What follows belongs to an exercise in optimizing a design on an open flow for small area, a short achievable clock period and few clock cycles; a production flow would make more cautious choices.
Where RTL was checked, it was by simulation tests only, not by an equivalence proof against the original.
For runs 2 to 4, only the layout was checked, not whether the RTL still works.
No activity file was given, so power comes from the tool's default toggle rates.

==> flow/design.v (outline; a module is shown in full before it is edited, if it fits) <==
// module psyn_sine_lut: 370 lines
// module psyn_pm_tab: 522 lines
// module psyn_u_tab: 136 lines
// module psyn_core: 442 lines
module psyn_core (
    input  wire        clk,
    input  wire        rst,
    input  wire        op_valid,
    input  wire        op_tick,
    input  wire [31:0] op_word,
    output wire        op_ready,
    output wire        resp_valid,
    output wire [2:0]  resp_status,
    output wire [15:0] resp_sample
);
  // ...
==> flow/run.sh <==
#!/bin/bash
# synth_recipe.tcl (not shown) runs the flow's synth.tcl, then flattens the netlist and writes it again
# the make line also repeats each setting of config.mk as NAME=value (left out here)
make -C /OpenROAD-flow-scripts/flow DESIGN_CONFIG=/design/flow/config.mk WORK_HOME=/design/flow/orfs CLKGATE_MAP_FILE= SYNTH_SCRIPT=/design/flow/synth_recipe.tcl finish
==> flow/config.mk <==
export PLATFORM = sky130hd
export DESIGN_NAME = psyn_core
export DESIGN_NICKNAME = psyn_core
export VERILOG_FILES = /design/flow/design.v
export SDC_FILE = /design/flow/constraint.sdc
export NUM_CORES = 4
export LEC_CHECK = 0
export CAP_MARGIN = 20
export CORE_MARGIN = 2
export CORE_UTILIZATION = 40
export SLEW_MARGIN = 20
==> flow/constraint.sdc <==
create_clock -name core_clock -period 90.0 [get_ports {clk}]
set_input_delay 18.0000 -clock core_clock [delete_from_list [all_inputs] [get_ports {clk}]]
set_output_delay 18.0000 -clock core_clock [all_outputs]
set_load 0.01 [all_outputs]
==> summary.txt, run 1 <==
Drt
  – Max Used Layer: met4
  – Detailed-route vias per instance: 5.477
  – Antenna viol nets, final: 0
  – Met2 WL: 77100 µm
  – Vias: 49420
  – WL met3: 10680 µm

Pwr
  – Peak supply drop: 0.02329 mV
  – Comb pwr share: 0.150
  – Sw Ratio: 0.2720
  – Internal Power: 984.6 µW

Finish
  – Final core occ: 0.4479
  – Final clock-cell share: 0.05920
  – N_diodes: 1
  – Design area: 72090 µm²
  – Filler instances: 15330
  – NumNets Final: 7362

Worst setup path
  – CP arrival: 1.70 ns
  – Worst path top cell family by delay: buffers and inverters
  – Worst setup path start: q_full$_SDFF_PP0_
  – Crit path to: op_ready
  – Crit. End Element: output port
  – Worst Path Buf+Inv: 2

Synth
  – Yosys warnings: 4
  – Synth Register Bits: 1313
  – Seq/Total Area, Yosys: 0.4191
  – Xor/xnor cell area share of the yosys netlist: 0.05765
  – Number of unique standard cell types used by synthesis: 107

STA
  – Period Utilization, post-route: 0.2189
  – Fin crit period: 19.70 ns
  – Post-route setup slack: 70.30 ns
  – Slew margin rel.: 0.2085

GRT
  – Initial antenna violation count: 4
  – Remaining Overflow, GRT: 0

Die
  – Row count: 147

Clocking
  – Clock latency (worst-skew pair): 0.78 ns
  – CTS tree: done
  – CTS Buffer Depth: 3

Placement
  – Area after DPL: 67770 µm²
  – Placed Cells: 8791

Status
  – Outcome: complete, no violations

Worst hold path
  – Hold EP: rAM[0]$_DFF_P_
  – WHS Path Cells: 0
Testbench counts, summed over its fixed seeds: cycles 24,032.
==> module psyn_core, before the edit <==
module psyn_core (
    input  wire        clk,
    input  wire        rst,
    input  wire        op_valid,
    input  wire        op_tick,
    input  wire [31:0] op_word,
    output wire        op_ready,
    output wire        resp_valid,
    output wire [2:0]  resp_status,
    output wire [15:0] resp_sample
);
    localparam [2:0] ST_OK        = 3'd0;
    localparam [2:0] ST_INV_EVENT = 3'd1;
    localparam [2:0] ST_RANGE     = 3'd2;
    localparam [2:0] ST_BUSY      = 3'd3;
    localparam [2:0] ST_INV_CHAN  = 3'd4;
    localparam [3:0] K_END    = 4'd0;
    localparam [3:0] K_TIME   = 4'd1;
    localparam [3:0] K_ENABLE = 4'd2;
    localparam [3:0] K_MUTE   = 4'd3;
    localparam [3:0] K_SETF   = 4'd4;
    localparam [3:0] K_FSTEP  = 4'd5;
    localparam [3:0] K_PMSRC  = 4'd6;
    localparam [3:0] K_SETA   = 4'd7;
    localparam [3:0] K_ASTEP  = 4'd8;
    localparam [3:0] K_AMSRC  = 4'd9;
    localparam [3:0] K_ASCALE = 4'd10;
    localparam [3:0] K_SINT   = 4'd11;
    reg [16*8-1:0] rF;     
    reg [16*8-1:0] rFS;    
    reg [16*8-1:0] rIV;    
    reg [16*8-1:0] rC;     
    reg [8*8-1:0]  rAM;    
    reg [8*8-1:0]  rAS;    
    reg [5*8-1:0]  rSC;    
    reg [8-1:0]    rPE;    
    reg [3*8-1:0]  rPD;    
    reg [8-1:0]    rAE;    
    reg [3*8-1:0]  rAD;    
    reg [16*8-1:0] rLS;    
    reg [16*8-1:0] rT;     
    reg [2:0]  h;          
    reg [7:0]  en_mask;
    reg [7:0]  mu_mask;
    reg [15:0] remaining;
    reg [15:0] lfsr;
    wire [15:0] lfsr_next = {lfsr[14:0], lfsr[15] ^ lfsr[13] ^ lfsr[12] ^ lfsr[10]};
    reg [3:0]  clr_cnt;    
    wire       clearing = (clr_cnt != 4'd0);
    reg        run;        
    reg        mproc;      
    reg signed [18:0] acc;
    reg        dv_busy;
    reg [2:0]  dv_cnt;
    reg        dv_port;    
    reg [2:0]  dv_ch;
    reg [15:0] dv_r;
    reg [15:0] dv_t;
    reg [15:0] dv_i;
    reg [24:0] q0, q1;     
    reg        q_rd, q_wr;
    reg [1:0]  q_cnt;
    reg        q_full;
    assign op_ready = !q_full;
    wire accept = op_valid && !q_full;
    wire [24:0] cur     = q_rd ? q1 : q0;
    wire        have    = (q_cnt != 2'd0);
    wire        c_tick  = cur[24];
    wire [3:0]  c_kind  = cur[23:20];
    wire [3:0]  c_chan  = cur[19:16];
    wire [15:0] c_val   = cur[15:0];
    wire        running = (remaining != 16'd0);
    wire        src_dis = (c_val == 16'hFFFF);
    reg [2:0] c_status;
    reg       c_voice;     
    always @(*) begin
        c_status = ST_OK;
        c_voice  = 1'b0;
        if (c_kind == K_END || c_kind == K_TIME) begin
            c_status = ST_OK;
        end else if (running) begin
            c_status = ST_BUSY;
        end else if (c_kind >= 4'd12) begin
            c_status = ST_INV_EVENT;
        end else if (c_kind == K_ENABLE || c_kind == K_MUTE) begin
            c_status = ST_OK;
        end else if (c_chan[3]) begin
            c_status = ST_INV_CHAN;
        end else if ((c_kind == K_PMSRC || c_kind == K_AMSRC) && !src_dis && c_val[3]) begin
            c_status = ST_INV_CHAN;
        end else if (c_kind == K_ASCALE && c_val[15:5] != 11'd0) begin
            c_status = ST_RANGE;
        end else begin
            c_voice = 1'b1;
        end
    end
    wire is_global = (c_kind == K_END) || (!running && (c_kind == K_ENABLE || c_kind == K_MUTE));
    wire tick_go   = have && c_tick && running && (h == 3'd0) && !clearing && !dv_busy;
    wire proc      = tick_go || run;            
    wire busy      = proc || mproc || (dv_busy && c_kind == K_END);
    wire dv_block = dv_busy && (c_kind == K_SINT || c_chan[2:0] == dv_ch);
    wire wr_ok   = have && !c_tick && c_voice && !clearing && !dv_block;
    wire wrA     = wr_ok && !proc && (c_chan[2:0] == h);
    wire wrB     = wr_ok && (!proc || h[2]) && (c_chan[2:0] == h + 3'd4) && !wrA;
    wire exec = have && (c_tick ? (!running || tick_go)
                                : (c_voice ? (wrA || wrB)
                                           : (is_global ? !busy : 1'b1)));
    wire selF  = (c_kind == K_SETF);
    wire selFS = (c_kind == K_FSTEP);
    wire selP  = (c_kind == K_PMSRC);
    wire selAM = (c_kind == K_SETA);
    wire selAS = (c_kind == K_ASTEP);
    wire selA  = (c_kind == K_AMSRC);
    wire selSC = (c_kind == K_ASCALE);
    wire selIV = (c_kind == K_SINT);
    wire [2:0] w_off = src_dis ? 3'd0 : (c_val[2:0] - c_chan[2:0]);
    function [15:0] dstep;
        input [15:0] r;
        input        b;
        input [15:0] d;
        reg   [16:0] x;
        begin
            x = {r, b};
            dstep = (x >= {1'b0, d}) ? (x[15:0] - d) : x[15:0];
        end
    endfunction
    wire [15:0] dv_r1 = dstep(dv_r, dv_t[15], dv_i);
    wire [15:0] dv_r2 = dstep(dv_r1, dv_t[14], dv_i);
    wire        dv_wb = dv_busy && (dv_cnt == 3'd7);
    wire        dv_go = selIV && (c_val != 16'd0) && (wrA || wrB);
    function [6:0] mod125_16;
        input [15:0] v;
        reg [9:0] s1;
        reg [7:0] s2;
        begin
            s1 = 9 * v[15:14] + 3 * v[13:7] + v[6:0];
            s2 = 3 * s1[9:7] + s1[6:0];
            mod125_16 = (s2 >= 8'd125) ? s2 - 8'd125 : s2[6:0];
        end
    endfunction
    function [6:0] mod125_14;
        input [13:0] v;
        reg [8:0] s1;
        reg [7:0] s2;
        begin
            s1 = 3 * v[13:7] + v[6:0];
            s2 = 3 * s1[8:7] + s1[6:0];
            mod125_14 = (s2 >= 8'd125) ? s2 - 8'd125 : s2[6:0];
        end
    endfunction
    wire [15:0] f3 = rF[16*3 +: 16];
    wire [15:0] t3 = rT[16*3 +: 16];
    wire [15:0] plo = f3[7:0] * t3[7:0];
    reg [6:0]  p2_fm, p2_tm;
    reg [7:0]  p2_a;     
    wire [13:0] pr   = p2_fm * p2_tm;
    wire [6:0]  b125 = mod125_14(pr);
    wire [6:0]  a125 = (p2_a >= 8'd250) ? p2_a - 8'd250 :
                       (p2_a >= 8'd125) ? p2_a - 8'd125 : p2_a[6:0];
    wire [6:0]  dd   = (b125 >= a125) ? b125 - a125 : b125 + 7'd125 - a125;
    wire [11:0] d21  = dd * 5'd21;
    wire [8:0]  u1   = 3 * d21[11:7] + d21[6:0];
    wire [6:0]  u125 = (u1 >= 9'd125) ? u1 - 9'd125 : u1[6:0];
    wire [10:0] ut1;
    wire [4:0]  ut2;
    psyn_u_tab u_utab (.u(u125), .t1(ut1), .t2(ut2));
    reg [7:0]  p1_a;
    reg [10:0] p1_t1;
    reg [4:0]  p1_t2;
    wire [8:0]  y25 = {4'd0, p1_t2} + {1'b0, p1_a} + {4'd0, p1_a[7:3]};
    wire [14:0] y41 = {y25, 5'd0} + {y25, 3'd0} + {6'd0, y25};
    wire [10:0] ang_base = p1_t1 + {7'd0, y41[13:10]};
    wire [1:0]  ab_k = (ang_base >= 11'd1080) ? 2'd3 : (ang_base >= 11'd720) ? 2'd2 :
                       (ang_base >= 11'd360) ? 2'd1 : 2'd0;
    wire [10:0] ab_b = ang_base - ((ang_base >= 11'd1080) ? 11'd1080 : (ang_base >= 11'd720) ? 11'd720 :
                                   (ang_base >= 11'd360) ? 11'd360 : 11'd0);
    wire [2:0]  PD1 = rPD[3*1 +: 3];
    wire [15:0] pre_ls = rLS[16*(PD1 + 3'd1) +: 16];
    reg [1:0]  h_k;
    reg [8:0]  h_b;
    reg        h_pm7;
    reg [15:0] h_pm;
    wire [15:0] F0  = rF[15:0];
    wire [15:0] FS0 = rFS[15:0];
    wire [15:0] IV0 = rIV[15:0];
    wire [15:0] C0  = rC[15:0];
    wire [7:0]  AM0 = rAM[7:0];
    wire [7:0]  AS0 = rAS[7:0];
    wire [4:0]  SC0 = rSC[4:0];
    wire [15:0] LS0 = rLS[15:0];
    wire [15:0] T0  = rT[15:0];
    wire [2:0]  PD0 = rPD[2:0];
    wire [2:0]  AD0 = rAD[2:0];
    wire [15:0] am_s = rLS[16*AD0 +: 16];
    wire signed [17:0] amp = $signed({10'd0, AM0}) +
                             (rAE[0] ? $signed({{2{am_s[15]}}, am_s}) : 18'sd0);
    wire amp_nz = (amp != 18'sd0);
    wire [15:0] pmv = h_pm7 ? rLS[16*7 +: 16] : h_pm;
    wire [7:0]  ptab;
    psyn_pm_tab u_pmtab (.v(pmv[15:7]), .r(ptab));
    wire [9:0]  xs  = {1'b0, h_b} + {1'b0, ptab[5:0], 3'b000} + {3'd0, pmv[6:0]};
    wire [1:0]  xq  = (xs >= 10'd720) ? 2'd2 : (xs >= 10'd360) ? 2'd1 : 2'd0;
    wire [8:0]  xb  = xs[8:0] - ((xs >= 10'd720) ? 9'd208 : (xs >= 10'd360) ? 9'd360 : 9'd0);
    wire [1:0]  xk  = h_k + ptab[7:6] + xq;
    wire        sin_neg = xk[1];
    wire [8:0]  ang_q   = xk[0] ? (9'd359 - xb) : xb;
    wire [7:0]  lut_val;
    psyn_sine_lut u_lut (.idx(ang_q), .val(lut_val));
    wire is_dc    = (F0 == 16'd0);
    wire is_noise = (F0 == 16'hFFFF);
    wire [8:0] nz  = lfsr[8:0];
    wire [8:0] nzm = nz[8] ? (9'd0 - nz) : nz;    
    wire [8:0] mag = is_dc ? 9'd1 : is_noise ? nzm : {1'b0, lut_val};
    wire       sgn = is_dc ? 1'b0 : is_noise ? nz[8] : sin_neg;
    wire [10:0] bm = {2'b00, mag};
    reg signed [24:0] prod;
    reg [24:0] bpp, bcor;
    reg [2:0]  bg;
    reg        bs1, bs2, bng;
    integer    bi;
    always @(*) begin
        prod = 25'sd0;
        bcor = 25'd0;
        for (bi = 0; bi < 5; bi = bi + 1) begin
            bg  = (bi == 0) ? {bm[1:0], 1'b0} : bm[2*bi+1 -: 3];
            bs1 = bg[1] ^ bg[0];
            bs2 = (bg == 3'b011) || (bg == 3'b100);
            bng = (bg[2] ^ sgn) && (bg != 3'b000) && (bg != 3'b111);
            bpp = (bs1 ? {{7{amp[17]}}, amp} : bs2 ? {{6{amp[17]}}, amp, 1'b0} : 25'd0) ^ {25{bng}};
            prod = prod + $signed(bpp << (2*bi));
            bcor = bcor | ({24'd0, bng} << (2*bi));
        end
        prod = prod + $signed(bcor);
    end
    wire signed [24:0] shd = prod >>> SC0;
    wire signed [15:0] smp = (shd > 25'sd32767)  ? 16'sh7FFF :
                             (shd < -25'sd32768) ? 16'sh8000 : shd[15:0];
    wire ramp = (IV0 != 16'd0) && (C0 == 16'd0);
    wire signed [17:0] f_sum = $signed({2'b00, F0}) + $signed({{2{FS0[15]}}, FS0});
    wire [15:0] f_ramped = (f_sum < 0) ? 16'd0 :
                           (f_sum > 18'sd16000) ? 16'd16000 : f_sum[15:0];
    wire signed [9:0] a_sum = $signed({2'b00, AM0}) + $signed({{2{AS0[7]}}, AS0});
    wire [15:0] c_inc = C0 + 16'd1;
    wire step = proc && en_mask[h];
    reg [15:0] nF, nLS, nT, nC;
    reg [7:0]  nAM, nAS;
    always @(*) begin
        nF  = F0;
        nAM = AM0;
        nAS = AS0;
        nLS = LS0;
        nT  = T0;
        nC  = C0;
        if (step) begin
            nLS = smp;
            nT  = T0 + 16'd1;
            nC  = (T0 == 16'hFFFF || c_inc == IV0) ? 16'd0 : c_inc;
            if (ramp) begin
                if (FS0 != 16'd0)
                    nF = f_ramped;
                if (AS0 != 8'd0) begin
                    if (a_sum < 0) begin
                        nAM = 8'd0;
                        nAS = 8'd0;
                    end else if (a_sum > 10'sd255) begin
                        nAM = 8'd255;
                        nAS = 8'd0;
                    end else begin
                        nAM = a_sum[7:0];
                    end
                end
            end
        end
    end
    wire [2:0]  mch = h - 3'd1;                        
    wire [15:0] LS7 = rLS[16*7 +: 16];
    wire signed [18:0] contrib = mu_mask[mch] ? 19'sd0 : $signed({{3{LS7[15]}}, LS7});
    wire signed [18:0] acc_in  = (h == 3'd1) ? 19'sd0 : acc;
    wire signed [18:0] acc_sum = acc_in + contrib;
    wire        mfinal  = mproc && (h == 3'd0);
    wire [15:0] mix_sat = (acc_sum > 19'sd32767)  ? 16'h7FFF :
                          (acc_sum < -19'sd32768) ? 16'h8000 : acc_sum[15:0];
    reg [7:0]  dl_v;
    reg [23:0] dl_st;
    reg        rv_q;
    reg [2:0]  rst_q;
    reg [15:0] rs_q;
    reg        rst_d;      
    assign resp_valid  = rv_q;
    assign resp_status = rst_q;
    assign resp_sample = rs_q;
    wire wbA = dv_wb && !dv_port;
    wire wbB = dv_wb && dv_port;
    always @(posedge clk) begin
        rF[16*7-1:0]  <= rF[16*8-1:16];
        rFS[16*7-1:0] <= rFS[16*8-1:16];
        rIV[16*7-1:0] <= rIV[16*8-1:16];
        rC[16*7-1:0]  <= rC[16*8-1:16];
        rAM[8*7-1:0]  <= rAM[8*8-1:8];
        rAS[8*7-1:0]  <= rAS[8*8-1:8];
        rSC[5*7-1:0]  <= rSC[5*8-1:5];
        rPE[6:0]      <= rPE[7:1];
        rPD[3*7-1:0]  <= rPD[3*8-1:3];
        rAE[6:0]      <= rAE[7:1];
        rAD[3*7-1:0]  <= rAD[3*8-1:3];
        rLS[16*7-1:0] <= rLS[16*8-1:16];
        rT[16*7-1:0]  <= rT[16*8-1:16];
        if (wrB) begin
            if (selF)  rF[16*3 +: 16] <= c_val;
            if (selF)  rT[16*3 +: 16] <= 16'd0;
            if (selF || selIV) rC[16*3 +: 16] <= 16'd0;
            if (selFS) rFS[16*3 +: 16] <= c_val;
            if (selIV) rIV[16*3 +: 16] <= c_val;
            if (selAM) rAM[8*3 +: 8] <= c_val[7:0];
            if (selAS) rAS[8*3 +: 8] <= c_val[7:0];
            if (selSC) rSC[5*3 +: 5] <= c_val[4:0];
            if (selP)  begin rPE[3] <= !src_dis; rPD[3*3 +: 3] <= w_off; end
            if (selA)  begin rAE[3] <= !src_dis; rAD[3*3 +: 3] <= w_off; end
        end
        if (wbB)
            rC[16*3 +: 16] <= dv_r2;
        if (clearing || rst_d) begin
            rF[16*7 +: 16]  <= 16'd0;
            rFS[16*7 +: 16] <= 16'd0;
            rIV[16*7 +: 16] <= 16'd0;
            rC[16*7 +: 16]  <= 16'd0;
            rAM[8*7 +: 8]   <= 8'd0;
            rAS[8*7 +: 8]   <= 8'd0;
            rSC[5*7 +: 5]   <= 5'd0;
            rPE[7]          <= 1'b0;
            rPD[3*7 +: 3]   <= 3'd0;
            rAE[7]          <= 1'b0;
            rAD[3*7 +: 3]   <= 3'd0;
            rLS[16*7 +: 16] <= 16'd0;
            rT[16*7 +: 16]  <= 16'd0;
        end else begin
            rF[16*7 +: 16]  <= (wrA && selF)  ? c_val : nF;
            rT[16*7 +: 16]  <= (wrA && selF)  ? 16'd0 : nT;
            rC[16*7 +: 16]  <= wbA ? dv_r2 : (wrA && (selF || selIV)) ? 16'd0 : nC;
            rFS[16*7 +: 16] <= (wrA && selFS) ? c_val : FS0;
            rIV[16*7 +: 16] <= (wrA && selIV) ? c_val : IV0;
            rAM[8*7 +: 8]   <= (wrA && selAM) ? c_val[7:0] : nAM;
            rAS[8*7 +: 8]   <= (wrA && selAS) ? c_val[7:0] : nAS;
            rSC[5*7 +: 5]   <= (wrA && selSC) ? c_val[4:0] : SC0;
            rPE[7]          <= (wrA && selP)  ? !src_dis : rPE[0];
            rPD[3*7 +: 3]   <= (wrA && selP)  ? w_off : PD0;
            rAE[7]          <= (wrA && selA)  ? !src_dis : rAE[0];
            rAD[3*7 +: 3]   <= (wrA && selA)  ? w_off : AD0;
            rLS[16*7 +: 16] <= nLS;
        end
        p2_fm <= mod125_16(f3);
        p2_tm <= mod125_16(t3);
        p2_a  <= plo[7:0];
        p1_a  <= p2_a;
        p1_t1 <= ut1;
        p1_t2 <= ut2;
        h_k   <= ab_k;
        h_b   <= ab_b[8:0];
        h_pm7 <= rPE[1] && (PD1 == 3'd7);
        h_pm  <= (rPE[1] && PD1 != 3'd7) ? pre_ls : 16'd0;
        if (dv_go) begin
            dv_t <= wrA ? T0 : rT[16*4 +: 16];
            dv_i <= c_val;
            dv_r <= 16'd0;
            dv_port <= wrB;
            dv_ch <= c_chan[2:0];
        end else begin
            dv_t <= {dv_t[13:0], 2'b00};
            dv_r <= dv_r2;
        end
        if (mproc)
            acc <= acc_sum;
        if (!q_full) begin
            if (q_wr) q1 <= {op_tick, op_word[31:24], op_word[15:0]};
            else      q0 <= {op_tick, op_word[31:24], op_word[15:0]};
        end
        if (rst) begin
            q_rd   <= 1'b0;
            q_wr   <= 1'b0;
            q_cnt  <= 2'd0;
            q_full <= 1'b0;
            dl_v   <= 8'd0;
            rv_q   <= 1'b0;
        end else begin
            if (accept)
                q_wr <= !q_wr;
            if (exec)
                q_rd <= !q_rd;
            q_cnt  <= q_cnt + {1'b0, accept} - {1'b0, exec};
            q_full <= (q_cnt + {1'b0, accept} - {1'b0, exec}) == 2'd2;
            dl_v   <= {dl_v[6:0], exec};
            rv_q   <= dl_v[7];
        end
        rs_q <= mfinal ? mix_sat : 16'd0;
        rst_d <= rst;
        if (rst_d) begin
            h         <= 3'd0;
            en_mask   <= 8'd0;
            mu_mask   <= 8'd0;
            remaining <= 16'd0;
            lfsr      <= 16'hACE1;
            clr_cnt   <= 4'd8;
            run       <= 1'b0;
            mproc     <= 1'b0;
            dv_busy   <= 1'b0;
        end else begin
            h <= h + 3'd1;
            if (clearing)
                clr_cnt <= clr_cnt - 4'd1;
            if (exec && !c_tick) begin
                if (c_kind == K_END) begin
                    en_mask   <= 8'd0;
                    mu_mask   <= 8'd0;
                    remaining <= 16'd0;
                    clr_cnt   <= 4'd8;
                end else if (c_kind == K_TIME) begin
                    remaining <= c_val;
                end else if (!running && c_kind == K_ENABLE) begin
                    en_mask <= c_val[7:0];
                end else if (!running && c_kind == K_MUTE) begin
                    mu_mask <= c_val[7:0];
                end
            end
            if (tick_go)
                remaining <= remaining - 16'd1;
            if (dv_go) begin
                dv_busy <= 1'b1;
                dv_cnt  <= 3'd0;
            end else if (dv_busy) begin
                dv_cnt <= dv_cnt + 3'd1;
                if (dv_wb)
                    dv_busy <= 1'b0;
            end
            run   <= tick_go || (run && h != 3'd7);
            mproc <= proc;
            if (step && is_noise && amp_nz)
                lfsr <= lfsr_next;
        end
        dl_st <= {dl_st[20:0], c_tick ? ST_OK : c_status};
        rst_q <= dl_st[23:21];
    end
endmodule
==> run 2: changes to the inputs <==
--- a/flow/design.v
+++ b/flow/design.v
@@ -1090,5 +1090,6 @@
     reg [1:0]  q_cnt;
     reg        q_full;
-    assign op_ready = !q_full;
+    reg        q_rdy;      
+    assign op_ready = q_rdy;
     wire accept = op_valid && !q_full;
     wire [24:0] cur     = q_rd ? q1 : q0;
@@ -1242,12 +1243,12 @@
     wire       sgn = is_dc ? 1'b0 : is_noise ? nz[8] : sin_neg;
     wire [10:0] bm = {2'b00, mag};
-    reg signed [24:0] prod;
-    reg [24:0] bpp, bcor;
-    reg [2:0]  bg;
-    reg        bs1, bs2, bng;
-    integer    bi;
+    reg  [24:0] brow0, brow1, brow2, brow3, brow4, bcor;
+    reg  [24:0] bpp;
+    reg  [2:0]  bg;
+    reg         bs1, bs2, bng;
+    integer     bi;
     always @(*) begin
-        prod = 25'sd0;
         bcor = 25'd0;
+        brow0 = 25'd0; brow1 = 25'd0; brow2 = 25'd0; brow3 = 25'd0; brow4 = 25'd0;
         for (bi = 0; bi < 5; bi = bi + 1) begin
             bg  = (bi == 0) ? {bm[1:0], 1'b0} : bm[2*bi+1 -: 3];
@@ -1256,9 +1257,26 @@
             bng = (bg[2] ^ sgn) && (bg != 3'b000) && (bg != 3'b111);
             bpp = (bs1 ? {{7{amp[17]}}, amp} : bs2 ? {{6{amp[17]}}, amp, 1'b0} : 25'd0) ^ {25{bng}};
-            prod = prod + $signed(bpp << (2*bi));
-            bcor = bcor | ({24'd0, bng} << (2*bi));
+            case (bi)
+                0: brow0 = bpp;
+                1: brow1 = bpp << 2;
+                2: brow2 = bpp << 4;
+                3: brow3 = bpp << 6;
+                default: brow4 = bpp << 8;
+            endcase
+            bcor[2*bi] = bng;
         end
-        prod = prod + $signed(bcor);
     end
+    function [49:0] csa;
+        input [24:0] x, y, z;
+        begin
+            csa[24:0]  = x ^ y ^ z;
+            csa[49:25] = {((x & y) | (x & z) | (y & z)), 1'b0};
+        end
+    endfunction
+    wire [49:0] bl1a = csa(brow0, brow1, brow2);
+    wire [49:0] bl1b = csa(brow3, brow4, bcor);
+    wire [49:0] bl2  = csa(bl1a[24:0], bl1a[49:25], bl1b[24:0]);
+    wire [49:0] bl3  = csa(bl2[24:0], bl2[49:25], bl1b[49:25]);
+    wire signed [24:0] prod = bl3[24:0] + bl3[49:25];
     wire signed [24:0] shd = prod >>> SC0;
     wire signed [15:0] smp = (shd > 25'sd32767)  ? 16'sh7FFF :
@@ -1408,4 +1426,5 @@
             q_cnt  <= 2'd0;
             q_full <= 1'b0;
+            q_rdy  <= 1'b1;
             dl_v   <= 8'd0;
             rv_q   <= 1'b0;
@@ -1417,4 +1436,5 @@
             q_cnt  <= q_cnt + {1'b0, accept} - {1'b0, exec};
             q_full <= (q_cnt + {1'b0, accept} - {1'b0, exec}) == 2'd2;
+            q_rdy  <= (q_cnt + {1'b0, accept} - {1'b0, exec}) != 2'd2;
             dl_v   <= {dl_v[6:0], exec};
             rv_q   <= dl_v[7];
--- a/flow/config.mk
+++ b/flow/config.mk
@@ -6,6 +6,7 @@
 export NUM_CORES = 4
 export LEC_CHECK = 0
+export ABC_AREA = 1
 export CAP_MARGIN = 20
 export CORE_MARGIN = 2
-export CORE_UTILIZATION = 40
+export CORE_UTILIZATION = 65
 export SLEW_MARGIN = 20
==> run 2 against run 1 <==
Compared with the run above:
- non-clock buffer count is 50 lower
- combinational power up 8%
- first-iteration DRC count grew 28%
- clock-buffer cell count unchanged
- final cell count is 2.4% higher
- wire length rose by 0.16%
- register-to-register slack gained 1.2 ns
- critical endpoint unchanged
- flip-flop and latch count rose by 1
- sequential share of layout area is 0.96 points higher
- via count is 7.7% higher
- still clean
- total power rose by 1.6%
- final area decreased by 2.4%
==> summary.txt, run 2 <==
Status
  – Outcome: complete, no violations (unchanged)

STA
  – Worst hold slack: 0.2891 ns (was 0.2926 ns)
  – Max-slew violation count: 0 (unchanged)
  – Slew margin rel.: 0.1695 (was 0.2085)
  – Fin crit period: 19.55 ns (was 19.70 ns)
  – Clk_skew: 0.1000 ns (was 0.05939 ns)
  – Final Hold Viols: 0 (unchanged)
  – Period Utilization, post-route: 0.2172 (was 0.2189)
  – Max Fclk: 51.15 MHz (was 50.76 MHz)
  – Worst slew pin tran: 1.237 ns (was 1.177 ns)
  – Final setup fails: 0 (unchanged)
  – Setup tns final: 0 ns (unchanged)
  – Unrepaired setup endpoints after global routing: no (unchanged)

Worst setup path
  – Worst path top cell family by delay: buffers and inverters (unchanged)
  – Cell Chain, Critical Path: clkdlybuf4s50_1 (was inv_1 -> clkdlybuf4s50_1)
  – Worst Path Buf+Inv: 1 (was 2)
  – Crit-path max cell delay: 0.53 ns (about the same)
  – Startpoint class of the critical path: register (unchanged)
  – Crit. End Element: output port (unchanged)
  – Crit path kind: reg -> out (unchanged)
  – Maximum fanout along the worst path: 1 (was 3)
  – CP arrival: 1.55 ns (was 1.70 ns)
  – Required @ worst endpoint: 72.00 ns (about the same)
  – Slowest stage cell, crit path: clkdlybuf4s50_1 (unchanged)

Die
  – Die Area: 101800 µm² (was 165500 µm²)
  – Row count: 115 (was 147)
  – Number of I/O pins: 57 (unchanged)
  – Initial cell density of the core: 0.6553 (was 0.4033)
  – Die Height: 319.0 µm (was 406.8 µm)
  – Die width: 319.0 µm (was 406.8 µm)
  – CORE AREA: 98420 µm² (was 160900 µm²)

GRT
  – Vias in the first global route: 50840 (was 47220)
  – Initial antenna violation count: 1 (was 4)
  – First-pass GRT wire length: 270100 µm (was 266000 µm)
  – Remaining Overflow, GRT: 0 (unchanged)
  – Largest net degree at the start of global routing: 90 (was 73)
  – Gr usage total: 0.3291 (was 0.2015)

Clocking
  – Postcts setup bufs: 0 (unchanged)
  – CTS Root Cell: clkbuf_16 (unchanged)
  – Post-CTS Hold Buffers: 0 (unchanged)
  – Clock latency (worst-skew pair): 0.75 ns (was 0.78 ns)
  – Sinks on Clock Net: 1314 (was 1313)
  – Cts bufs inserted: 118 (was 121)
  – Clock Pin Slew Worst Setup and Hold Paths: 0.07 ns (was 0.06 ns)
  – H-tree Lvls: 3 (unchanged)
  – CTS tree: done (unchanged)
  – CTS Buffer Depth: 3 (unchanged)
  – Post-CTS sizing: 0 (unchanged)

Placement
  – Placed Cells: 9010 (was 8791)
  – Routability cong.: 0.9619 (was 0.9181)
  – IO Port Bufs: 48 (unchanged)
  – Post-DP HPWL: 120200 µm (was 120400 µm)

Finish
  – Post-route insts no fill: 9235 (was 9022)
  – Area Growth Syn to Fin: 9.054% (was 11.05%)
  – Share of cells above drive strength 1: 0.05259 (was 0.08060)
  – N_diodes: 0 (was 1)
  – Area of the multi-input gates: 31700 µm² (was 34970 µm²)
  – Commonest non-fill, non-tap cell in the layout: nand2_1 (was dfxtp_1)
  – Most frequent cells in the layout: 1277 x nand2_1, 1221 x dfxtp_1, 1170 x inv_1 (was 1214 x dfxtp_1, 553 x nand2_1, 533 x nor2_1)
  – Filler instances: 7734 (was 15330)
  – NumNets Final: 8455 (was 7362)
  – Sequential cell area: 27230 µm² (was 27210 µm²)

Synth
  – Number of unique standard cell types used by synthesis: 70 (was 107)
  – Cells after Synth: 7892 (was 6830)
  – Yosys warnings: 4 (unchanged)
  – Avg Inst Size Synth: 8.172 µm² (was 9.504 µm²)
  – Top-area cell type share of the netlist area: 0.3793 (was 0.3766)
  – Count leader, synth: nand2_1 (was dfxtp_1)
  – Syn Nets: 8503 (was 7436)
  – Area leader, netlist: dfxtp_1 (unchanged)
  – Seq/Total Area, Yosys: 0.4222 (was 0.4191)
  – Most frequent cells after synthesis: 1278 x nand2_1, 1222 x dfxtp_1, 1171 x inv_1 (was 1221 x dfxtp_1, 554 x nand2_1, 537 x nor2_1)
  – FFs w/ async S/R, synth: 0 (unchanged)
  – Top_reg_cell synth: dfxtp_1 (unchanged)
  – Top cells by area, synth: dfxtp_1 38%, ha_1 8.1%, nand2_1 7.4%, inv_1 6.8%, o21ai_0 5.7% (was dfxtp_1 38%, ha_1 8.0%, fa_1 4.8%, edfxtp_1 4.3%, a21oi_1 3.9%)
  – Synth Register Bits: 1314 (was 1313)
  – Netlist Area Pre-Place: 64490 µm² (was 64910 µm²)
  – Post-synth EDFFs: 92 (unchanged)

Pwr
  – Peak supply drop: 0.03094 mV (was 0.02329 mV)
  – Power Density: 19.55 nW/µm² (was 18.76 nW/µm²)
  – Leak pwr: 0.03260 µW (was 0.02931 µW)

Drt
  – Residual DRC count: 0 (unchanged)
  – 1st-iter DRT viols: 5636 (was 4414)
  – WL final: 171200 µm (was 170900 µm)
  – 1st-pass router iterations: 10 (was 8)
  – Vias: 53240 (was 49420)
  – Antenna viol nets, final: 0 (unchanged)
  – Detailed-route vias per instance: 5.765 (was 5.477)
  – Avg WL per Cell: 18.53 µm (was 18.94 µm)

Worst hold path
  – Hold Path Class: reg -> reg (unchanged)

Run
  – Max Cap Viol: 0 (unchanged)
[run 2: changes by cell type after synthesis, moves of 67 or more]
cell and delta:
nor2b_1 -67, o21ai_0 +346, nand3_1 +301, mux2i_1 -157, and2_1 -134, a211oi_1 -70
xnor2_1 -171, mux4_2 -70, clkbuf_1 -78, xor2_1 +85, inv_1 +752, nand2_1 +724
[run 2: cell families (layout without fill, tap and decap cells)]
group                    after synthesis  count (layout)  synth area share
AND/OR/NAND/NOR                     2445            2445            0.1619
AO/OA/AOI/OAI                       1743            1743            0.1519
buffers and inverters               1472            1528           0.08740
flip-flops                          1314            1314            0.4222
adder cells (fa/ha/maj)              575             575            0.1297
XOR/XNOR                             337             337           0.04600
multiplexers                           6               6         0.0009506
[run 2: final timing paths]
check                           start               end  slack (ns)  cells past startpoint
setup reg to reg     p2_fm[0]$_DFF_P_  p1_t1[2]$_DFF_P_       71.69                     84
hold / removal    rIV[116]$_SDFF_PP0_  rIV[100]$_DFF_P_        0.29                      0
hold reg to reg   rIV[116]$_SDFF_PP0_  rIV[100]$_DFF_P_        0.29                      0
setup / recovery     q_rdy$_SDFF_PP1_          op_ready       70.45                      1
[run 2: metrics by stage]
stage	cell area (µm²)	util	setup WS [ns]	power, µW
global placement	65940	0.6700	70.49	829.1
detailed placement	65940	0.6700	70.48	834.5
floorplan	64490	-	71.04	771.5
finish	70330	0.7146	70.45	1375
global route	70330	0.7146	70.26	1426
CTS	70320	0.7145	70.42	1375
[run 2: per-layer routing]
metal | track usage | wire length [µm]
met2 | 0.5617 | 80930
met3 | 0.03798 | 11120
met4 | 0.1415 | 7970
met5 | 0 | 0
met1 | 0.4229 | 71140
[run 2: power by group]
group	internal [µW]	switching, µW
Sequential	606	6.61
Clock	314	230
Combinational	69.0	149
Total	989	386
[run 2: area by class of cell]
class,instances,area share
tap,1287,0.02290
clock inverter,55,0.01112
timing repair buffer,106,0.01299
multi-input combinational,5106,0.4507
sequential,1314,0.3871
clock buffer,169,0.05122
inverter,1198,0.06397
[run 2: worst reg2reg max path, delay by kind of cell (launching register included)]
kind            cells  cell delay [ns]
fa+ha+maj          18             7.19
buf+inv            15             1.55
compound gates     25             4.84
flops               1             0.53
xor+xnor            7             1.58
simple gates       19             2.44
==> run 3: changes to the inputs <==
--- a/flow/design.v
+++ b/flow/design.v
@@ -1279,7 +1279,15 @@
     wire [49:0] bl3  = csa(bl2[24:0], bl2[49:25], bl1b[49:25]);
     wire signed [24:0] prod = bl3[24:0] + bl3[49:25];
-    wire signed [24:0] shd = prod >>> SC0;
-    wire signed [15:0] smp = (shd > 25'sd32767)  ? 16'sh7FFF :
-                             (shd < -25'sd32768) ? 16'sh8000 : shd[15:0];
+    wire [40:0] pext = {{16{prod[24]}}, prod};
+    wire [15:0] shw  = pext >> SC0;
+    reg  [9:0]  psame;     
+    integer     pj;
+    always @(*) begin
+        psame[9] = 1'b1;
+        for (pj = 8; pj >= 0; pj = pj - 1)
+            psame[pj] = psame[pj+1] && (prod[15+pj] == prod[24]);
+    end
+    wire        povf = (SC0 <= 5'd9) && !psame[SC0];
+    wire [15:0] smp  = povf ? {prod[24], {15{!prod[24]}}} : shw;
     wire ramp = (IV0 != 16'd0) && (C0 == 16'd0);
     wire signed [17:0] f_sum = $signed({2'b00, F0}) + $signed({{2{FS0[15]}}, FS0});
@@ -1435,6 +1443,6 @@
                 q_rd <= !q_rd;
             q_cnt  <= q_cnt + {1'b0, accept} - {1'b0, exec};
-            q_full <= (q_cnt + {1'b0, accept} - {1'b0, exec}) == 2'd2;
-            q_rdy  <= (q_cnt + {1'b0, accept} - {1'b0, exec}) != 2'd2;
+            q_full <= (q_cnt == 2'd2 && !exec) || (q_cnt == 2'd1 && accept && !exec);
+            q_rdy  <= !((q_cnt == 2'd2 && !exec) || (q_cnt == 2'd1 && accept && !exec));
             dl_v   <= {dl_v[6:0], exec};
             rv_q   <= dl_v[7];
--- a/flow/config.mk
+++ b/flow/config.mk
@@ -10,3 +10,5 @@
 export CORE_MARGIN = 2
 export CORE_UTILIZATION = 65
+export CTS_BUF_LIST = sky130_fd_sc_hd__clkbuf_8
+export CTS_CLUSTER_SIZE = 30
 export SLEW_MARGIN = 20
==> run 3 against run 2 <==
Compared with the run above:
- critical path depth unchanged
- non-clock buffer count increased by 17
- worst hold slack improved by 0.026 ns
- flip-flop and latch count unchanged
- final area decreased by 0.78%
- area after synthesis decreased by 0.73%
- final cell count increased by 0.45%
- die area decreased by 0.72%
- register-to-register slack improved by 0.20 ns
- largest cell class unchanged
==> summary.txt, run 3 <==
Placement
  – IO Port Bufs: 48 (unchanged)
  – Routability cong.: 0.9800 (was 0.9619)
  – Post-DP HPWL: 123200 µm (was 120200 µm)
  – Placed Cells: 8919 (was 9010)

Synth
  – Netlist Area Pre-Place: 64020 µm² (was 64490 µm²)
  – Area leader, netlist: dfxtp_1 (unchanged)
  – FFs w/ async S/R, synth: 0 (unchanged)
  – Avg Inst Size Synth: 8.233 µm² (was 8.172 µm²)
  – Top_reg_cell synth: dfxtp_1 (unchanged)
  – Cells after Synth: 7776 (was 7892)
  – Number of unique standard cell types used by synthesis: 76 (was 70)
  – Top-area cell type share of the netlist area: 0.3821 (was 0.3793)
  – Seq/Total Area, Yosys: 0.4253 (was 0.4222)
  – Post-synth EDFFs: 92 (unchanged)
  – Yosys warnings: 4 (unchanged)
  – Synth Register Bits: 1314 (unchanged)
  – Top cells by area, synth: dfxtp_1 38%, ha_1 8.2%, nand2_1 7.7%, inv_1 6.3%, o21ai_0 5.5% (was dfxtp_1 38%, ha_1 8.1%, nand2_1 7.4%, inv_1 6.8%, o21ai_0 5.7%)
  – Syn Nets: 8386 (was 8503)
  – Most frequent cells after synthesis: 1313 x nand2_1, 1222 x dfxtp_1, 1080 x inv_1 (was 1278 x nand2_1, 1222 x dfxtp_1, 1171 x inv_1)
  – Count leader, synth: nand2_1 (unchanged)

GRT
  – Vias in the first global route: 50950 (was 50840)
  – Gr usage total: 0.3370 (was 0.3291)
  – First-pass GRT wire length: 272000 µm (was 270100 µm)
  – Largest net degree at the start of global routing: 91 (was 90)
  – Remaining Overflow, GRT: 0 (unchanged)
  – Initial antenna violation count: 5 (was 1)

STA
  – Fin crit period: 19.76 ns (was 19.55 ns)
  – Unrepaired setup endpoints after global routing: no (unchanged)
  – Final setup fails: 0 (unchanged)
  – Clk_skew: 0.04441 ns (was 0.1000 ns)
  – Slew margin rel.: 0.2219 (was 0.1695)
  – Max Fclk: 50.61 MHz (was 51.15 MHz)
  – Period Utilization, post-route: 0.2196 (was 0.2172)
  – Setup tns final: 0 ns (unchanged)
  – Worst slew pin tran: 1.159 ns (was 1.237 ns)
  – Max-slew violation count: 0 (unchanged)
  – Final Hold Viols: 0 (unchanged)

Die
  – CORE AREA: 97990 µm² (was 98420 µm²)
  – Number of I/O pins: 57 (unchanged)
  – Die width: 317.8 µm (was 319.0 µm)
  – Die Area: 101000 µm² (was 101800 µm²)
  – Row count: 115 (unchanged)
  – Initial cell density of the core: 0.6534 (was 0.6553)
  – Die Height: 317.8 µm (was 319.0 µm)

Drt
  – Detailed-route vias per instance: 5.704 (was 5.765)
  – Avg WL per Cell: 18.60 µm (was 18.53 µm)
  – Antenna viol nets, final: 0 (unchanged)
  – Residual DRC count: 0 (unchanged)
  – WL final: 172500 µm (was 171200 µm)
  – 1st-pass router iterations: 6 (was 10)
  – Vias: 52920 (was 53240)
  – 1st-iter DRT viols: 5345 (was 5636)

Run
  – Max Cap Viol: 0 (unchanged)

Worst setup path
  – Crit-path max cell delay: 0.54 ns (was 0.53 ns)
  – FF-to-FF Start: p2_fm[1]$_DFF_P_ (was p2_fm[0]$_DFF_P_)
  – Required @ worst endpoint: 72.00 ns (about the same)
  – CP arrival: 1.76 ns (was 1.55 ns)
  – Startpoint class of the critical path: register (unchanged)
  – Worst path top cell family by delay: buffers and inverters (unchanged)
  – Cell Chain, Critical Path: clkdlybuf4s50_1 (unchanged)
  – Maximum fanout along the worst path: 1 (unchanged)
  – R2R setup slack: 71.89 ns (was 71.69 ns)
  – Worst Path Buf+Inv: 1 (unchanged)
  – Crit. End Element: output port (unchanged)
  – Crit path kind: reg -> out (unchanged)
  – Worst setup path start: rv_q$_SDFF_PP0_ (was q_rdy$_SDFF_PP1_)
  – Slowest stage cell, crit path: clkdlybuf4s50_1 (unchanged)

Clocking
  – Cts bufs inserted: 194 (was 118)
  – Sinks on Clock Net: 1314 (unchanged)
  – Post-CTS Hold Buffers: 0 (unchanged)
  – CTS tree: done (unchanged)
  – Clock Pin Slew Worst Setup and Hold Paths: 0.07 ns (about the same)
  – Post-CTS sizing: 0 (unchanged)
  – Postcts setup bufs: 0 (unchanged)
  – H-tree Lvls: 4 (was 3)
  – CTS Root Cell: clkbuf_8 (was clkbuf_16)
  – CTS Buffer Depth: 3 (unchanged)
  – Clock latency (worst-skew pair): 0.88 ns (was 0.75 ns)

Finish
  – Final core occ: 0.7122 (was 0.7146)
  – Area Growth Syn to Fin: 8.998% (was 9.054%)
  – Most frequent cells in the layout: 1313 x nand2_1, 1220 x dfxtp_1, 1131 x inv_1 (was 1277 x nand2_1, 1221 x dfxtp_1, 1170 x inv_1)
  – NumNets Final: 8438 (was 8455)
  – Share of cells above drive strength 1: 0.06598 (was 0.05259)
  – Commonest non-fill, non-tap cell in the layout: nand2_1 (unchanged)
  – Post-route insts no fill: 9277 (was 9235)

Pwr
  – Peak supply drop: 0.02858 mV (was 0.03094 mV)
  – Leak pwr: 0.03207 µW (was 0.03260 µW)
  – Power Density: 19.35 nW/µm² (was 19.55 nW/µm²)
  – Total power: 1350 µW (was 1375 µW)

Status
  – Outcome: complete, no violations (unchanged)

Worst hold path
  – Hold Path Class: reg -> reg (unchanged)
  – Hold Crit Start: rC[117]$_SDFF_PP0_ (was rIV[116]$_SDFF_PP0_)
==> run 3: cell count changes after synthesis, moves of 8 or more <==
cell | before | now
a21oi_1 | 538 | 518
a31oi_1 | 74 | 89
buf_2 | 24 | 37
clkbuf_1 | 210 | 187
inv_1 | 1171 | 1080
nand2_1 | 1278 | 1313
nand3_1 | 399 | 380
nand3_2 | 15 | 7
nor2_1 | 490 | 474
o2111ai_1 | 3 | 14
o21ai_0 | 732 | 706
o22ai_1 | 85 | 61
==> run 3: stage by stage <==
stage / hold WS [ns] / area, µm² / setup WS (ns)
finish: 0.3149 / 69780 / 70.24
global route: 0.3115 / 69780 / 70.16
CTS: 0.3042 / 69780 / 70.17
detailed placement: 0.3121 / 65650 / 70.23
global placement: 0.3095 / 65640 / 70.32
floorplan: 0.3096 / 64020 / 70.88
==> run 3: routing by layer <==
metal | up-vias | part of all wire | GRT usage
met2 | 2141 | 0.45 | 0.5419
met3 | 487 | 0.073 | 0.05636
met5 | - | 0.00015 | 0
met1 | 24570 | 0.42 | 0.4356
met4 | 4 | 0.055 | 0.1821
li1 | 25720 | - | -
==> run 3: final timing paths <==
kind / endpoint / depth (start not counted)
hold reg to reg: rC[101]$_DFF_P_ / 0
setup reg to reg: p1_t1[3]$_DFF_P_ / 90
setup / recovery: resp_valid / 1
hold / removal: rC[101]$_DFF_P_ / 0
==> run 3: layout make-up <==
class | count | area, µm²
clock inverters | 111 | 768.2
diodes | 3 | 7.507
multi-input cells | 5076 | 31560
fillers | 7684 | 28200
well taps | 1287 | 1610
clock buffers | 244 | 3358
inverters | 1119 | 4205
repair buffers | 123 | 1044
flip-flops and latches | 1314 | 27230
==> run 3: kinds of logic (layout without fill, tap and decap cells) <==
group,Yosys count,count (layout),share of synthesized area
muxes,10,10,0.001622
xor gates and xnor gates,335,335,0.04595
other,0,3,0
buffers and inverters,1386,1597,0.08294
adders and majority gates,574,574,0.1305
and+or+nand+nor,2450,2450,0.1626
DFF,1314,1314,0.4253
AOI/OAI and AO/OA,1707,1707,0.1512
==> run 3: worst register-to-register path: cells and delay by family, from the launching register on <==
kind | cells | cell delay [ns]
compound gates | 25 | 4.16
flops | 1 | 0.49
fa+ha+maj | 18 | 7.13
simple gates | 26 | 3.46
xor+xnor | 5 | 1.07
buf+inv | 16 | 1.74
==> run 3: report_power, final <==
group	leakage (µW)	switching (µW)	internal [µW]
Clock	0.00232	235	260
Sequential	0.0107	7.09	609
Combinational	0.0190	167	72.5
==> run 4: changes to the inputs <==
--- a/flow/config.mk
+++ b/flow/config.mk
@@ -10,5 +10,6 @@
 export CORE_MARGIN = 2
 export CORE_UTILIZATION = 65
-export CTS_BUF_LIST = sky130_fd_sc_hd__clkbuf_8
-export CTS_CLUSTER_SIZE = 30
+export CTS_BUF_LIST = sky130_fd_sc_hd__clkbuf_4 sky130_fd_sc_hd__clkbuf_8
+export CTS_CLUSTER_DIAMETER = 50
+export CTS_CLUSTER_SIZE = 20
 export SLEW_MARGIN = 20
==> run 4 against run 3 <==
Compared with the run above:
- non-clock buffer count grew 1
- setup slack gained 0.044 ns
- maximum frequency grew 0.22%
- clock-buffer cell count shrank 122
- worst hold slack lost 0.011 ns
- sequential power is essentially flat
- sequential share of layout area grew 0.88 points
- die area is the same
- largest cell class unchanged
- final area shrank 2.2%
- still clean
- via count shrank 1.3%
==> summary.txt, run 4 <==
GRT
  – Initial antenna violation count: 4 (was 5)
  – Largest net degree at the start of global routing: 91 (unchanged)
  – Vias in the first global route: 49520 (was 50950)
  – Gr usage total: 0.3298 (was 0.3370)
  – Remaining Overflow, GRT: 0 (unchanged)
  – First-pass GRT wire length: 266600 µm (was 272000 µm)

Placement
  – Routability cong.: 0.9800 (unchanged)
  – Post-DP HPWL: 123200 µm (unchanged)
  – IO Port Bufs: 48 (unchanged)
  – Worst slack at placement: 70.23 ns (unchanged)
  – Area after DPL: 65650 µm² (unchanged)

Pwr
  – Comb pwr share: 0.194 (was 0.177)
  – Clock share of power: 0.308 (was 0.367)
  – Sw Ratio: 0.3198 (was 0.3028)
  – Total power: 1233 µW (was 1350 µW)
  – Switch Pwr: 394.3 µW (was 408.8 µW)
  – Internal Power: 838.5 µW (was 941.3 µW)
  – Peak supply drop: 0.02065 mV (was 0.02858 mV)
  – Reg power frac: 0.499 (was 0.456)
  – Leak pwr: 0.03104 µW (was 0.03207 µW)
  – Power Density: 18.06 nW/µm² (was 19.35 nW/µm²)

Drt
  – Antenna viol nets, final: 0 (unchanged)
  – Vias: 52240 (was 52920)
  – 1st-iter DRT viols: 5159 (was 5345)
  – Residual DRC count: 0 (unchanged)
  – Avg WL per Cell: 18.63 µm (was 18.60 µm)
  – Detailed-route vias per instance: 5.736 (was 5.704)
  – WL final: 169700 µm (was 172500 µm)
  – 1st-pass router iterations: 8 (was 6)

Die
  – CORE AREA: 97990 µm² (unchanged)
  – Row count: 115 (unchanged)
  – Die Height: 317.8 µm (unchanged)
  – Initial cell density of the core: 0.6534 (unchanged)
  – Die width: 317.8 µm (unchanged)
  – Number of I/O pins: 57 (unchanged)
  – Die Area: 101000 µm² (unchanged)

Worst setup path
  – Worst setup path start: rv_q$_SDFF_PP0_ (unchanged)
  – Crit path kind: reg -> out (unchanged)
  – Crit. End Element: output port (unchanged)
  – Startpoint class of the critical path: register (unchanged)
  – Worst path top cell family by delay: buffers and inverters (unchanged)
  – CP arrival: 1.72 ns (was 1.76 ns)
  – Required @ worst endpoint: 72.00 ns (about the same)
  – Worst Path Buf+Inv: 1 (unchanged)
  – Crit-path max cell delay: 0.54 ns (about the same)
  – Slowest stage cell, crit path: clkdlybuf4s50_1 (unchanged)
  – FF-to-FF Start: p2_fm[0]$_DFF_P_ (was p2_fm[1]$_DFF_P_)
  – Maximum fanout along the worst path: 1 (unchanged)
  – Cell Chain, Critical Path: clkdlybuf4s50_1 (unchanged)

Finish
  – Commonest non-fill, non-tap cell in the layout: nand2_1 (unchanged)
  – Design area: 68250 µm² (was 69780 µm²)
  – NumNets Final: 8351 (was 8438)
  – Filler instances: 7882 (was 7684)
  – Area Growth Syn to Fin: 6.602% (was 8.998%)
  – Most frequent cells in the layout: 1313 x nand2_1, 1220 x dfxtp_1, 1078 x inv_1 (was 1313 x nand2_1, 1220 x dfxtp_1, 1131 x inv_1)
  – Share of cells above drive strength 1: 0.05257 (was 0.06598)
  – Final core occ: 0.6965 (was 0.7122)

Status
  – Outcome: complete, no violations (unchanged)

Clocking
  – CTS tree: done (unchanged)
  – Post-CTS Hold Buffers: 0 (unchanged)
  – CTS Buffer Depth: 3 (unchanged)
  – Cts bufs inserted: 106 (was 194)
  – Clock Pin Slew Worst Setup and Hold Paths: 0.11 ns (was 0.07 ns)
  – Sinks on Clock Net: 1314 (unchanged)
  – CTS Root Cell: clkbuf_8 (unchanged)
  – Post-CTS sizing: 0 (unchanged)
  – H-tree Lvls: 3 (was 4)
  – Postcts setup bufs: 0 (unchanged)
  – Clock latency (worst-skew pair): 0.83 ns (was 0.88 ns)

Synth
  – Seq/Total Area, Yosys: 0.4253 (unchanged)
  – Yosys warnings: 4 (unchanged)
  – Avg Inst Size Synth: 8.233 µm² (unchanged)
  – Synth Register Bits: 1314 (unchanged)
  – Cells after Synth: 7776 (unchanged)
  – Top_reg_cell synth: dfxtp_1 (unchanged)
  – Syn Nets: 8386 (unchanged)
  – Top-area cell type share of the netlist area: 0.3821 (unchanged)
  – Netlist Area Pre-Place: 64020 µm² (unchanged)
  – Count leader, synth: nand2_1 (unchanged)
  – Top cells by area, synth: dfxtp_1 38%, ha_1 8.2%, nand2_1 7.7%, inv_1 6.3%, o21ai_0 5.5% (unchanged)
  – Post-synth EDFFs: 92 (unchanged)
  – Number of unique standard cell types used by synthesis: 76 (unchanged)
  – FFs w/ async S/R, synth: 0 (unchanged)
  – Area leader, netlist: dfxtp_1 (unchanged)
  – Most frequent cells after synthesis: 1313 x nand2_1, 1222 x dfxtp_1, 1080 x inv_1 (unchanged)

STA
  – Final Hold Viols: 0 (unchanged)
  – Slew margin rel.: 0.2504 (was 0.2219)
  – Max Fclk: 50.72 MHz (was 50.61 MHz)
  – Unrepaired setup endpoints after global routing: no (unchanged)
  – Max-slew violation count: 0 (unchanged)
  – Setup tns final: 0 ns (unchanged)
  – Period Utilization, post-route: 0.2191 (was 0.2196)
  – Post-route setup slack: 70.28 ns (was 70.24 ns)
  – Clk_skew: 0.04857 ns (was 0.04441 ns)
  – Final setup fails: 0 (unchanged)
  – Fin crit period: 19.72 ns (was 19.76 ns)
  – Worst slew pin tran: 1.121 ns (was 1.159 ns)

Worst hold path
  – Hold Crit Start: rAS[47]$_DFF_P_ (was rC[117]$_SDFF_PP0_)
  – Hold Path Class: reg -> reg (unchanged)

Run
  – Max Cap Viol: 0 (unchanged)
[run 4: cell count changes in the layout (fill, tap and decap cells not counted), moves of 9 or more]
cell      change
clkbuf_4     +12
inv_12       +12
clkinv_2     -30
clkbuf_8    -134
inv_1        -53
clkinv_8      +9
[run 4: cells by family (layout without fill, tap and decap cells)]
| logic type | Yosys count | count (layout) | synth area share |
|---|---|---|---|
| flip-flops | 1314 | 1314 | 0.4253 |
| other | 0 | 2 | 0 |
| adder cells (fa/ha/maj) | 574 | 574 | 0.1305 |
| multiplexers | 10 | 10 | 0.001622 |
| AND/OR/NAND/NOR | 2450 | 2450 | 0.1626 |
| XOR/XNOR | 335 | 335 | 0.04595 |
| buffers and inverters | 1386 | 1428 | 0.08294 |
| AO/OA/AOI/OAI | 1707 | 1707 | 0.1512 |
[run 4: layout make-up]
| type | count | area, µm² | area share |
|---|---|---|---|
| timing repair buffer | 124 | 1059 | 0.01551 |
| clock buffer | 122 | 1604 | 0.02350 |
| sequential | 1314 | 27230 | 0.3990 |
| inverter | 1119 | 4205 | 0.06162 |
| clock inverter | 63 | 975.9 | 0.01430 |
| tap | 1287 | 1610 | 0.02359 |
| antenna | 2 | 5.005 | 0.00007333 |
| multi-input combinational | 5076 | 31560 | 0.4624 |
[run 4: power by group through the flow]
stage	Sequential [µW]	Combinational, µW	Clock, µW
floorplan	626	153	0
global route	617	261	406
global placement	627	228	0
finish	615	239	379
detailed placement	628	232	0
CTS	615	234	384
[run 4: metrics by stage]
step           instances  hold slack, ns
2_1_floorplan       7776          0.3096
3_3_place_gp        8919          0.3095
3_5_place_dp        8919          0.3121
4_1_cts             9104          0.3150
5_1_grt             9107          0.2939
6_report            9107          0.3037
[run 4: worst paths after layout]
path / end / slack [ns] / depth (start not counted)
hold / removal: rAS[39]$_DFF_P_ / 0.30 / 0
hold reg to reg: rAS[39]$_DFF_P_ / 0.30 / 0
setup reg to reg: p1_t1[1]$_DFF_P_ / 71.87 / 87
setup / recovery: resp_valid / 70.28 / 1
[run 4: metal layers]
metal / up-vias / track usage / wire, µm
met5: - / 0 / 26
met4: 4 / 0.1639 / 8896
met3: 456 / 0.04617 / 12280
met2: 2066 / 0.5347 / 76450
met1: 24240 / 0.4340 / 72030
li1: 25470 / - / -

## afterwards: timing with drivers on the ports
Ports are ideal in the flow. The routed layouts listed here were re-timed in OpenROAD. Step 1 (the two cells are an assumption about what drives the block):
set clk [get_ports {clk}]
set_driving_cell -lib_cell sky130_fd_sc_hd__clkbuf_16 $clk
set_driving_cell -lib_cell sky130_fd_sc_hd__buf_2 [delete_from_list [all_inputs] $clk]
Step 2, shift: input delay + t, output delay - t, t = (earliest + latest rising clock arrival at the registers) / 2. This alone moves slack from input paths to output paths. a / b / c = ideal / step 1 / step 2; a / b = the first two.
| run | t, ns | setup WS [ns] | worst hold slack (ns) | worst register clock-pin slew, ns | worst slew at a driven data input, ns |
|---|---|---|---|---|---|
| run 1 | 0.823 | 70.300 / 70.226 / 70.391 | 0.293 / 0.293 / 0.293 | 0.07 / 0.07 | 0.06 |
| run 2 | 0.770 | 70.450 / 70.375 / 70.485 | 0.289 / 0.289 / 0.289 | 0.07 / 0.07 | 0.06 |
| run 3 | 0.932 | 70.240 / 70.171 / 70.230 | 0.315 / 0.315 / 0.315 | 0.07 / 0.07 | 0.06 |
| run 4 | 0.883 | 70.284 / 70.212 / 70.291 | 0.304 / 0.304 / 0.304 | 0.12 / 0.12 | 0.06 |
After both steps every run listed still meets setup and hold. For run 3, which loses most, drivers alone change the setup slack by -0.069 ns; drivers and shift together by -0.010 ns.
